From an optimization exercise on the open Yosys and OpenROAD flow, aimed at small area; shortcuts taken in it are not production practice.
At most, simulation tests tie the RTL to the original design; equivalence was not proved.
No activity file was given, so power comes from the tool's default toggle rates.

==> run a: inputs <==
==> flow/design.v <==
module ivt_remote_core (
  input  wire        clk,
  input  wire        rst,           
  input  wire        req_valid,
  output wire        req_ready,
  input  wire [31:0] req_word,
  output wire        resp_valid,
  output wire [31:0] resp_stat,
  output wire [31:0] resp_result,
  input  wire [9:0]  pk_addr,
  output wire [7:0]  pk_data
);
  localparam [3:0] OP_REV    = 4'h1;
  localparam [3:0] OP_ENCT   = 4'h2;
  localparam [3:0] OP_ENCF   = 4'h3;
  localparam [3:0] OP_ENCP   = 4'h4;
  localparam [3:0] OP_ENCI   = 4'h5;
  localparam [3:0] OP_PCLR   = 4'h6;
  localparam [3:0] OP_PXOR   = 4'h7;
  localparam [3:0] OP_PFOLD  = 4'h8;
  localparam [3:0] OP_BUILD  = 4'h9;
  localparam [3:0] OP_ENCODE = 4'hA;
  localparam [3:0] OP_SEND   = 4'hB;
  localparam [3:0] OP_FWR    = 4'hC;
  localparam [3:0] OP_FRD    = 4'hD;
  localparam [3:0] OP_PRD    = 4'hE;
  localparam [3:0] C_NONE         = 4'h0;
  localparam [3:0] C_PWR_MISSING  = 4'h1;
  localparam [3:0] C_PWR_CONFLICT = 4'h2;
  localparam [3:0] C_TEMP_MISSING = 4'h3;
  localparam [3:0] C_TEMP_RANGE   = 4'h4;
  localparam [3:0] C_FAN_MISSING  = 4'h5;
  localparam [3:0] C_FAN_UNRECOG  = 4'h6;
  localparam [3:0] C_REV_WIDTH    = 4'h8;
  localparam [3:0] C_INDEX_RANGE  = 4'h9;
  localparam [3:0] C_UNWRITTEN    = 4'hA;
  localparam [3:0] C_RSVD         = 4'hB;
  localparam [3:0] C_ILLEGAL_OP   = 4'hC;
  reg  [3:0]   cnt;         
  reg  [7:0]   fd [0:12];   
  reg  [12:0]  fv;          
  reg  [7:0]   pd [0:12];   
  reg          pv;
  reg  [7:0]   pacc;
  reg  [3:0]   cause;       
  reg          serr;
  reg  [7:0]   res;         
  reg          res_p;       
  reg          pend;        
  reg          cpy;         
  reg          armed;       
  wire [3:0] cnt_nx = (cnt == 4'd12) ? 4'd0 : cnt + 4'd1;   
  wire [12:0] fv_log;
  genvar gb;
  generate
    for (gb = 0; gb < 13; gb = gb + 1) begin : g_fv
      assign fv_log[gb] = fv[12 - gb];    
    end
  endgenerate
  assign resp_valid  = pend & ~cpy & (cnt == 4'd12);
  assign resp_stat   = {12'd0, serr, fv_log, pv, cause, |cause};
  assign resp_result = {20'd0,
                        res_p & res[4], res_p & ~res[7],
                        res_p & (res[4] | res[3]), res_p & ~res[4],
                        res};
  wire [3:0] pk_q  = pk_addr[9:6];
  wire [4:0] pk_df = {1'b0, cnt} - {1'b0, pk_q};
  wire [3:0] pk_s  = pk_df[4] ? pk_df[3:0] + 4'd13 : pk_df[3:0];
  wire [7:0] pk_grp = pd[pk_s];
  wire       pk_bit = pk_grp[pk_addr[5:3]];
  wire       pk_j0  = (pk_addr[9:2] == 8'd0);
  wire       pk_j1  = (pk_addr[9:2] == 8'd1);
  wire       pk_hi  = pk_addr[2] & (pk_addr[9:3] != 7'd0) & pk_bit;   
  reg  [7:0] pk_b0, pk_b1;
  always @* begin
    if (pk_j0)      begin pk_b0 = 8'h10; pk_b1 = 8'h0E; end
    else if (pk_j1) begin pk_b0 = 8'h08; pk_b1 = 8'h07; end
    else if (pk_hi) begin pk_b0 = 8'h46; pk_b1 = 8'h05; end
    else            begin pk_b0 = 8'hC2; pk_b1 = 8'h01; end
  end
  assign pk_data = pk_addr[1] ? 8'h00 : (pk_addr[0] ? pk_b1 : pk_b0);
  wire [31:0] w       = req_word;
  wire [3:0]  op      = w[31:28];
  wire [1:0]  pwr_sel = w[27:26];
  wire        ion     = w[25];
  wire [2:0]  fan_sel = w[24:22];
  wire        temp_v  = w[21];
  wire [7:0]  temp    = w[7:0];
  wire [3:0]  k_cnt   = w[11:8];
  wire [3:0]  idx     = w[11:8];
  wire [7:0]  pidx    = w[7:0];
  reg [31:0] rsvd_mask;
  always @* begin
    case (op)
      OP_REV, OP_FWR:                          rsvd_mask = 32'h0FFFF000;
      OP_ENCT, OP_ENCF, OP_ENCP, OP_ENCI,
      OP_BUILD, OP_SEND:                       rsvd_mask = 32'h001FFF00;
      OP_PCLR, OP_PFOLD, OP_ENCODE:            rsvd_mask = 32'h0FFFFFFF;
      OP_PXOR, OP_PRD:                         rsvd_mask = 32'h0FFFFF00;
      OP_FRD:                                  rsvd_mask = 32'h0FFFF0FF;
      default:                                 rsvd_mask = 32'h00000000;
    endcase
  end
  wire illegal_op = (op == 4'h0) || (op == 4'hF);
  wire rsvd_bad   = |(w & rsvd_mask);
  wire signed [7:0] t_s      = temp;
  wire              sentinel = (temp == 8'd10);
  wire              temp_ok  = sentinel || (t_s >= 8'sd18 && t_s <= 8'sd32);
  wire [3:0]        t_off    = sentinel ? 4'd0 : (temp[3:0] - 4'd1);
  wire [3:0]        temp_code = {t_off[0], t_off[1], t_off[2], t_off[3]};
  reg [2:0] fan_code;
  always @* begin
    case (fan_sel)
      3'b001:  fan_code = 3'd2;
      3'b010:  fan_code = 3'd6;
      3'b011:  fan_code = 3'd5;
      3'b100:  fan_code = 3'd7;
      default: fan_code = 3'd0;
    endcase
  end
  wire       fan_missing = (fan_sel == 3'b000);
  wire       fan_unrecog = (fan_sel >= 3'b101);
  wire [7:0] fan_byte    = {4'h8, fan_code, 1'b0};
  wire       power_on   = (pwr_sel == 2'b10);
  wire [7:0] power_byte = power_on ? 8'h88 : 8'h84;
  wire [7:0] ion_byte   = ion ? 8'h2F : 8'h0F;
  wire [7:0] b4 = power_on ? {temp_code, 4'h0} : 8'h00;
  wire [7:0] b6 = power_on ? fan_byte : 8'h80;
  wire [7:0] bacc = 8'h55 ^ 8'h5A ^ 8'hF3 ^ 8'h08 ^ b4 ^ power_byte ^ b6 ^
                    8'h18 ^ 8'h10 ^ 8'h01 ^ 8'h00 ^ ion_byte;
  wire [7:0] b12 = {4'h8, bacc[3:0] ^ bacc[7:4]};
  wire is_enc_x = (op == OP_ENCT) || (op == OP_ENCF) || (op == OP_ENCP) ||
                  (op == OP_ENCI);
  reg  [3:0] bsel;
  always @* begin
    case (op)
      OP_ENCT: bsel = 4'd13;
      OP_ENCF: bsel = 4'd14;
      OP_ENCP: bsel = 4'd5;
      OP_ENCI: bsel = 4'd11;
      default: bsel = cnt_nx;     
    endcase
  end
  reg [7:0] bb;
  always @* begin
    case (bsel)
      4'd0:    bb = 8'h55;
      4'd1:    bb = 8'h5A;
      4'd2:    bb = 8'hF3;
      4'd3:    bb = 8'h08;
      4'd4:    bb = b4;
      4'd5:    bb = power_byte;
      4'd6:    bb = b6;
      4'd7:    bb = 8'h18;
      4'd8:    bb = 8'h10;
      4'd9:    bb = 8'h01;
      4'd10:   bb = 8'h00;
      4'd11:   bb = ion_byte;
      4'd12:   bb = b12;
      4'd13:   bb = {4'd0, temp_code};
      default: bb = fan_byte;
    endcase
  end
  reg [3:0] build_cause;
  always @* begin
    if (pwr_sel == 2'b00)                  build_cause = C_PWR_MISSING;
    else if (pwr_sel == 2'b11)             build_cause = C_PWR_CONFLICT;
    else if (power_on && !temp_v)          build_cause = C_TEMP_MISSING;
    else if (power_on && !temp_ok)         build_cause = C_TEMP_RANGE;
    else if (power_on && fan_missing)      build_cause = C_FAN_MISSING;
    else if (power_on && fan_unrecog)      build_cause = C_FAN_UNRECOG;
    else                                   build_cause = C_NONE;
  end
  wire [7:0] pr_grp = pd[12];
  wire       pr_bit = pr_grp[pidx[3:1]];
  reg  [7:0] prd_lo;
  always @* begin
    if (pidx == 8'd0)                              prd_lo = 8'h10;
    else if (pidx == 8'd1)                         prd_lo = 8'h08;
    else if (pidx[0] && pr_bit)                    prd_lo = 8'h46;
    else                                           prd_lo = 8'hC2;
  end
  wire fv_all = &fv;
  reg [3:0] x_cause;
  reg [7:0] x_res;
  reg       x_res_p;
  reg       x_hold;        
  reg       x_now;
  reg       x_arm;
  reg [3:0] x_tap;
  always @* begin
    x_cause = C_NONE;
    x_res   = bb;
    x_res_p = 1'b0;
    x_hold  = 1'b0;
    x_now   = 1'b1;
    x_arm   = 1'b0;
    x_tap   = 4'd12;
    if (illegal_op) begin
      x_cause = C_ILLEGAL_OP;
    end else if (rsvd_bad) begin
      x_cause = C_RSVD;
    end else begin
      case (op)
        OP_REV: begin
          if (k_cnt > 4'd8) x_cause = C_REV_WIDTH;
          else if (k_cnt == 4'd0) x_res = 8'd0;
          else begin
            x_hold = 1'b1;
            x_now  = 1'b0;
            x_arm  = 1'b1;
            x_tap  = k_cnt;
          end
        end
        OP_ENCT: if (!temp_ok) x_cause = C_TEMP_RANGE;
        OP_ENCF: begin
          if (fan_missing)      x_cause = C_FAN_MISSING;
          else if (fan_unrecog) x_cause = C_FAN_UNRECOG;
        end
        OP_ENCP: begin
          if (pwr_sel == 2'b00)      x_cause = C_PWR_MISSING;
          else if (pwr_sel == 2'b11) x_cause = C_PWR_CONFLICT;
        end
        OP_ENCI:  ;
        OP_PCLR:  x_res = 8'd0;
        OP_PXOR:  x_res = pacc ^ w[7:0];
        OP_PFOLD: x_res = {4'd0, pacc[3:0] ^ pacc[7:4]};
        OP_BUILD, OP_SEND: begin
          if (build_cause != C_NONE) x_cause = build_cause;
          else begin
            x_now = 1'b0;
            x_arm = 1'b1;
            if (op == OP_SEND) x_res = 8'd211;
          end
        end
        OP_ENCODE: begin
          if (!fv_all) x_cause = C_UNWRITTEN;
          else begin
            x_res = 8'd211;
            x_now = 1'b0;
          end
        end
        OP_FWR: begin
          if (idx > 4'd12) x_cause = C_INDEX_RANGE;
          else begin
            x_res = 8'd0;
            x_now = 1'b0;
            x_tap = idx;
          end
        end
        OP_FRD: begin
          if (idx > 4'd12)   x_cause = C_INDEX_RANGE;
          else begin
            x_now = 1'b0;
            x_tap = idx;
            if (!fv[12])     x_cause = C_UNWRITTEN;
            else             x_res = fd[12];
          end
        end
        OP_PRD: begin
          if (pidx > 8'd210) x_cause = C_INDEX_RANGE;
          else if (!pv)      x_cause = C_UNWRITTEN;
          else begin
            x_res   = prd_lo;
            x_res_p = 1'b1;
            x_now   = 1'b0;
            x_tap   = (pidx[7:4] == 4'd13) ? 4'd0 : pidx[7:4];
          end
        end
        default: x_cause = C_ILLEGAL_OP;
      endcase
    end
  end
  reg [3:0] cnt_nx2;
  always @* begin
    case (cnt)
      4'd11:   cnt_nx2 = 4'd0;
      4'd12:   cnt_nx2 = 4'd1;
      default: cnt_nx2 = cnt + 4'd2;
    endcase
  end
  wire go_nx = x_now ||
               ((armed || cnt == 4'd12 || !x_arm) && cnt_nx2 == x_tap);
  reg  rdy;
  wire waiting = req_valid & ~pend;
  assign req_ready = rdy;
  wire accept  = req_valid & rdy;
  wire ok      = (x_cause == C_NONE);
  wire is_build = (op == OP_BUILD) || (op == OP_SEND);
  wire is_enc   = (op == OP_ENCODE) || (op == OP_SEND);
  wire wr_build = waiting && !illegal_op && !rsvd_bad && is_build &&
                  build_cause == C_NONE;
  wire wr_fwr   = accept && ok && op == OP_FWR;
  always @(posedge clk) begin
    if (rst) begin
      cnt   <= 4'd0;
      rdy   <= 1'b0;
      pend  <= 1'b0;
      cpy   <= 1'b0;
      armed <= 1'b0;
      pv    <= 1'b0;
      pacc  <= 8'h00;
      cause <= C_NONE;
      serr  <= 1'b0;
    end else begin
      cnt <= cnt_nx;
      rdy <= waiting & ~accept & go_nx;
      if (accept) begin
        pend  <= 1'b1;
        armed <= 1'b0;
        cause <= x_cause;
        if (!ok) serr <= 1'b1;
        if (ok && is_enc) begin
          cpy <= 1'b1;
          pv  <= 1'b1;
        end
        if (ok && op == OP_PCLR) pacc <= 8'h00;
        if (ok && op == OP_PXOR) pacc <= pacc ^ w[7:0];
      end else begin
        if (resp_valid) pend <= 1'b0;
        if (cpy && cnt == 4'd11) cpy <= 1'b0;
        if (waiting && cnt == 4'd12) armed <= 1'b1;
      end
    end
  end
  always @(posedge clk) begin
    if (accept) begin
      if (!x_hold) res <= ok ? x_res : 8'd0;
      res_p <= ok & x_res_p;
    end else if (waiting)
      res <= {(cnt_nx == 4'd0) ? 7'd0 : res[6:0], w[cnt_nx[2:0]]};
  end
  wire [7:0] f_in = wr_fwr ? w[7:0] : wr_build ? bb : fd[12];
  wire       v_in = wr_fwr | wr_build | fv[12];
  wire [7:0] p_in = cpy ? {fd[12][1], fd[12][2], fd[12][3], fd[12][4],
                           fd[12][5], fd[12][6], fd[12][7], fd[0][0]}
                        : pd[12];
  integer s;
  always @(posedge clk) begin
    fd[0] <= f_in;
    pd[0] <= p_in;
    for (s = 1; s < 13; s = s + 1) begin
      fd[s] <= fd[s-1];
      pd[s] <= pd[s-1];
    end
  end
  always @(posedge clk) begin
    if (rst) fv <= 13'd0;
    else     fv <= {fv[11:0], v_in};
  end
endmodule
==> flow/flow/run.sh <==
#!/bin/bash
# Own layout flow: the standard flow (standard.sh) with three changes in
# how the layout is made:
#  - synthesis maps the logic with an area-oriented ABC script
#    (flow/abc_area.script, used in place of ORFS's abc_area.script; the
#    rest of the synthesis, and so every register and its name, is the
#    standard one);
#  - port buffering uses the smallest buffer cell (every port still gets
#    its buffer);
#  - clock tree synthesis uses the options in flow/cts_args.txt.
# Each step's full output goes to a log file in this folder (synth.log,
# layout.log); ORFS's own per-step logs stay under orfs/logs/.
set -euo pipefail
W=$(pwd)

rm -rf "$W/scripts_area"
cp -r "$FLOW_HOME/scripts" "$W/scripts_area"
cp "$W/flow/abc_area.script" "$W/scripts_area/abc_area.script"

SCRIPTS_DIR="$W/scripts_area" bash "$W/standard.sh" synth > "$W/synth.log" 2>&1

export BUFFER_PORTS_ARGS="-buffer_cell sky130_fd_sc_hd__buf_1"
if [[ -s "$W/flow/cts_args.txt" ]]; then
  export CTS_ARGS="$(cat "$W/flow/cts_args.txt")"
fi
bash "$W/standard.sh" > "$W/layout.log" 2>&1
==> flow/flow/abc_area.script <==
strash
&get -n
&st
&b
&dch
&nf -R 1000 -p -F 8 -A 4 -a
&put
==> flow/flow/cts_args.txt <==
-sink_clustering_enable -repair_clock_nets -dont_use_dummy_load
==> flow/standard.sh <==
#!/bin/bash
# synth_recipe.tcl (not shown) runs the flow's synth.tcl, then flattens the netlist and writes it again
# the make line also repeats each setting of config.mk as NAME=value (left out here)
make -C /OpenROAD-flow-scripts/flow DESIGN_CONFIG=/design/flow/config.mk WORK_HOME=/design/flow/orfs CLKGATE_MAP_FILE= SYNTH_SCRIPT=/design/flow/synth_recipe.tcl "${@:-finish}"
==> flow/config.mk <==
export PLATFORM = sky130hd
export DESIGN_NAME = ivt_remote_core
export DESIGN_NICKNAME = ivt_remote_core
export VERILOG_FILES = /design/flow/design.v
export SDC_FILE = /design/flow/constraint.sdc
export NUM_CORES = 4
export LEC_CHECK = 0
export ABC_AREA = 1
export CAP_MARGIN = 20
export CORE_MARGIN = 2
export CORE_UTILIZATION = 40
export SLEW_MARGIN = 20
==> flow/constraint.sdc <==
create_clock -name core_clock -period 10.0 [get_ports {clk}]
set_input_delay 2.0000 -clock core_clock [delete_from_list [all_inputs] [get_ports {clk}]]
set_output_delay 2.0000 -clock core_clock [all_outputs]
set_load 0.01 [all_outputs]
==> run b: changes against run a <==
--- a/flow/design.v
+++ b/flow/design.v
@@ -130,34 +130,20 @@
                     8'h18 ^ 8'h10 ^ 8'h01 ^ 8'h00 ^ ion_byte;
   wire [7:0] b12 = {4'h8, bacc[3:0] ^ bacc[7:4]};
-  wire is_enc_x = (op == OP_ENCT) || (op == OP_ENCF) || (op == OP_ENCP) ||
-                  (op == OP_ENCI);
-  reg  [3:0] bsel;
+  reg [7:0] build_byte;     
   always @* begin
-    case (op)
-      OP_ENCT: bsel = 4'd13;
-      OP_ENCF: bsel = 4'd14;
-      OP_ENCP: bsel = 4'd5;
-      OP_ENCI: bsel = 4'd11;
-      default: bsel = cnt_nx;     
-    endcase
-  end
-  reg [7:0] bb;
-  always @* begin
-    case (bsel)
-      4'd0:    bb = 8'h55;
-      4'd1:    bb = 8'h5A;
-      4'd2:    bb = 8'hF3;
-      4'd3:    bb = 8'h08;
-      4'd4:    bb = b4;
-      4'd5:    bb = power_byte;
-      4'd6:    bb = b6;
-      4'd7:    bb = 8'h18;
-      4'd8:    bb = 8'h10;
-      4'd9:    bb = 8'h01;
-      4'd10:   bb = 8'h00;
-      4'd11:   bb = ion_byte;
-      4'd12:   bb = b12;
-      4'd13:   bb = {4'd0, temp_code};
-      default: bb = fan_byte;
+    case (cnt_nx)
+      4'd0:    build_byte = 8'h55;
+      4'd1:    build_byte = 8'h5A;
+      4'd2:    build_byte = 8'hF3;
+      4'd3:    build_byte = 8'h08;
+      4'd4:    build_byte = b4;
+      4'd5:    build_byte = power_byte;
+      4'd6:    build_byte = b6;
+      4'd7:    build_byte = 8'h18;
+      4'd8:    build_byte = 8'h10;
+      4'd9:    build_byte = 8'h01;
+      4'd10:   build_byte = 8'h00;
+      4'd11:   build_byte = ion_byte;
+      default: build_byte = b12;
     endcase
   end
@@ -178,23 +164,22 @@
     if (pidx == 8'd0)                              prd_lo = 8'h10;
     else if (pidx == 8'd1)                         prd_lo = 8'h08;
-    else if (pidx[0] && pr_bit)                    prd_lo = 8'h46;
+    else if (pidx[0] && pidx[7:1] != 7'd0 && pr_bit) prd_lo = 8'h46;
     else                                           prd_lo = 8'hC2;
   end
-  wire fv_all = &fv;
+  wire [3:0] cnt_nx2 = (cnt_nx == 4'd12) ? 4'd0 : cnt_nx + 4'd1;
+  wire       armed_nx = armed | (cnt == 4'd12);
+  wire [3:0] pr_q   = pidx[7:4];
+  wire       pr_hit = (cnt_nx2 == pr_q) || (pr_q == 4'd13 && cnt_nx2 == 4'd0);
+  wire       tap_hit = (cnt_nx2 == idx);
+  wire fv_all  = &fv;
   reg [3:0] x_cause;
   reg [7:0] x_res;
   reg       x_res_p;
   reg       x_hold;        
-  reg       x_now;
-  reg       x_arm;
-  reg [3:0] x_tap;
   always @* begin
     x_cause = C_NONE;
-    x_res   = bb;
+    x_res   = 8'd0;
     x_res_p = 1'b0;
     x_hold  = 1'b0;
-    x_now   = 1'b1;
-    x_arm   = 1'b0;
-    x_tap   = 4'd12;
     if (illegal_op) begin
       x_cause = C_ILLEGAL_OP;
@@ -205,31 +190,30 @@
         OP_REV: begin
           if (k_cnt > 4'd8) x_cause = C_REV_WIDTH;
-          else if (k_cnt == 4'd0) x_res = 8'd0;
           else begin
             x_hold = 1'b1;
-            x_now  = 1'b0;
-            x_arm  = 1'b1;
-            x_tap  = k_cnt;
           end
         end
-        OP_ENCT: if (!temp_ok) x_cause = C_TEMP_RANGE;
+        OP_ENCT: begin
+          if (!temp_ok) x_cause = C_TEMP_RANGE;
+          else          x_res = {4'd0, temp_code};
+        end
         OP_ENCF: begin
           if (fan_missing)      x_cause = C_FAN_MISSING;
           else if (fan_unrecog) x_cause = C_FAN_UNRECOG;
+          else                  x_res = fan_byte;
         end
         OP_ENCP: begin
           if (pwr_sel == 2'b00)      x_cause = C_PWR_MISSING;
           else if (pwr_sel == 2'b11) x_cause = C_PWR_CONFLICT;
+          else                       x_res = power_byte;
         end
-        OP_ENCI:  ;
+        OP_ENCI:  x_res = ion_byte;
         OP_PCLR:  x_res = 8'd0;
         OP_PXOR:  x_res = pacc ^ w[7:0];
         OP_PFOLD: x_res = {4'd0, pacc[3:0] ^ pacc[7:4]};
-        OP_BUILD, OP_SEND: begin
+        OP_BUILD: begin
           if (build_cause != C_NONE) x_cause = build_cause;
           else begin
-            x_now = 1'b0;
-            x_arm = 1'b1;
-            if (op == OP_SEND) x_res = 8'd211;
+            x_res = b12;
           end
         end
@@ -238,20 +222,19 @@
           else begin
             x_res = 8'd211;
-            x_now = 1'b0;
           end
         end
-        OP_FWR: begin
-          if (idx > 4'd12) x_cause = C_INDEX_RANGE;
+        OP_SEND: begin
+          if (build_cause != C_NONE) x_cause = build_cause;
           else begin
-            x_res = 8'd0;
-            x_now = 1'b0;
-            x_tap = idx;
+            x_res = 8'd211;
           end
         end
+        OP_FWR: begin
+          if (idx > 4'd12) x_cause = C_INDEX_RANGE;
+          else             ;
+        end
         OP_FRD: begin
           if (idx > 4'd12)   x_cause = C_INDEX_RANGE;
           else begin
-            x_now = 1'b0;
-            x_tap = idx;
             if (!fv[12])     x_cause = C_UNWRITTEN;
             else             x_res = fd[12];
@@ -264,6 +247,4 @@
             x_res   = prd_lo;
             x_res_p = 1'b1;
-            x_now   = 1'b0;
-            x_tap   = (pidx[7:4] == 4'd13) ? 4'd0 : pidx[7:4];
           end
         end
@@ -272,14 +253,20 @@
     end
   end
-  reg [3:0] cnt_nx2;
+  reg go_nx;
   always @* begin
-    case (cnt)
-      4'd11:   cnt_nx2 = 4'd0;
-      4'd12:   cnt_nx2 = 4'd1;
-      default: cnt_nx2 = cnt + 4'd2;
-    endcase
+    go_nx = 1'b1;
+    if (!illegal_op && !rsvd_bad) begin
+      case (op)
+        OP_REV:    if (k_cnt <= 4'd8) go_nx = armed_nx && (cnt_nx == k_cnt);
+        OP_BUILD,
+        OP_SEND:   if (build_cause == C_NONE) go_nx = armed_nx && (cnt_nx == 4'd11);
+        OP_ENCODE: if (fv_all) go_nx = (cnt_nx == 4'd11);
+        OP_FWR,
+        OP_FRD:    if (idx <= 4'd12) go_nx = tap_hit;
+        OP_PRD:    if (pidx <= 8'd210 && pv) go_nx = pr_hit;
+        default:   ;
+      endcase
+    end
   end
-  wire go_nx = x_now ||
-               ((armed || cnt == 4'd12 || !x_arm) && cnt_nx2 == x_tap);
   reg  rdy;
   wire waiting = req_valid & ~pend;
@@ -326,10 +313,17 @@
   always @(posedge clk) begin
     if (accept) begin
-      if (!x_hold) res <= ok ? x_res : 8'd0;
-      res_p <= ok & x_res_p;
-    end else if (waiting)
-      res <= {(cnt_nx == 4'd0) ? 7'd0 : res[6:0], w[cnt_nx[2:0]]};
+      if (!x_hold) begin
+        res   <= ok ? x_res : 8'd0;
+        res_p <= ok & x_res_p;
+      end else
+        res_p <= 1'b0;
+    end else if (waiting && x_hold) begin
+      if (cnt == 4'd12)
+        res <= 8'd0;
+      else if (armed && cnt < k_cnt)
+        res <= {res[6:0], w[cnt[2:0]]};
+    end
   end
-  wire [7:0] f_in = wr_fwr ? w[7:0] : wr_build ? bb : fd[12];
+  wire [7:0] f_in = wr_fwr ? w[7:0] : wr_build ? build_byte : fd[12];
   wire       v_in = wr_fwr | wr_build | fv[12];
   wire [7:0] p_in = cpy ? {fd[12][1], fd[12][2], fd[12][3], fd[12][4],
==> flow/run.sh (new file) <==
#!/bin/bash
# synth_recipe.tcl (not shown) runs the flow's synth.tcl, then flattens the netlist and writes it again
# the make line also repeats each setting of config.mk as NAME=value (left out here)
make -C /OpenROAD-flow-scripts/flow DESIGN_CONFIG=/design/flow/config.mk WORK_HOME=/design/flow/orfs CLKGATE_MAP_FILE= SYNTH_SCRIPT=/design/flow/synth_recipe.tcl finish
Settings changed: CTS_BUF_LIST set to sky130_fd_sc_hd__clkbuf_8.
removed: flow/flow/run.sh
removed: flow/flow/abc_area.script
removed: flow/flow/cts_args.txt
removed: flow/standard.sh
==> comparison <==
Run b passed the timing, design-rule and antenna checks. Run a went through all stages and came out clean. Of run a and run b, run b has the higher critical path depth (gap 4). Between run a and run b, the lower global-route usage is in run a (gap 2.6 points). In run a the non-clock buffer count is higher than in run b, by 5. In run a the worst setup slack is higher than in run b, by 0.11 ns. Power: run a is lower than run b (about 9%). Flip-flop and latch count is the same in run b and run a.
==> figures <==
| metric | run a | run b |
|---|---|---|
| Share of cell area taken by multi-input logic gates | 35.51% | 34.75% |
| Met2 Resource Use GR | 29.46% | 35.23% |
| Filler cell count | 2,125 | 2,485 |
| Length of routed met2 wiring | 10,110 um | 13,010 um |
| Nets | 1,054 | 1,446 |
| Run status | timing/DRC/antenna clean | timing/DRC/antenna clean |
| Reg2Reg Capture Point | res[7] | rdy |
| DRT met1 WL | 10,020 um | 12,280 um |
| Placed cell count | 1,249 | 1,663 |
| Power consumed by the clock network | 747 uW | 902 uW |
| Avg Cell Area, Syn | 10.17 um^2 | 8.052 um^2 |
| PwrDens | 203.5 nW/um^2 | 187.6 nW/um^2 |
| Total routing resource utilization after global routing | 18.43% | 21.01% |
The RTL of run a was laid out without a check of its function.

## re-timing with driven ports
Ports are ideal in the flow. The routed layouts listed here were re-timed in OpenROAD. Step 1 sets driving cells, clkbuf_16 on the clock port and buf_2 on the other inputs (assumed; they add their load-dependent delay and slew). Step 2 moves the port delays by t, midway between the first and last clock arrival at a register: inputs arrive t later, outputs are due t later. That takes back most of the time a late clock gives input paths. Three values: no drivers, after step 1, after step 2; two values: the first two.
run	t (ns)	setup WS [ns]	cell pins on the clock port's net
run a	0.540	1.727 / 1.692 / 1.692	1
run b	0.591	1.616 / 1.584 / 1.584	1
After both steps setup and hold are still met in every run listed. The setup slack of run a, which loses most, moves by -0.035 ns with the drivers and by -0.035 ns with both steps.
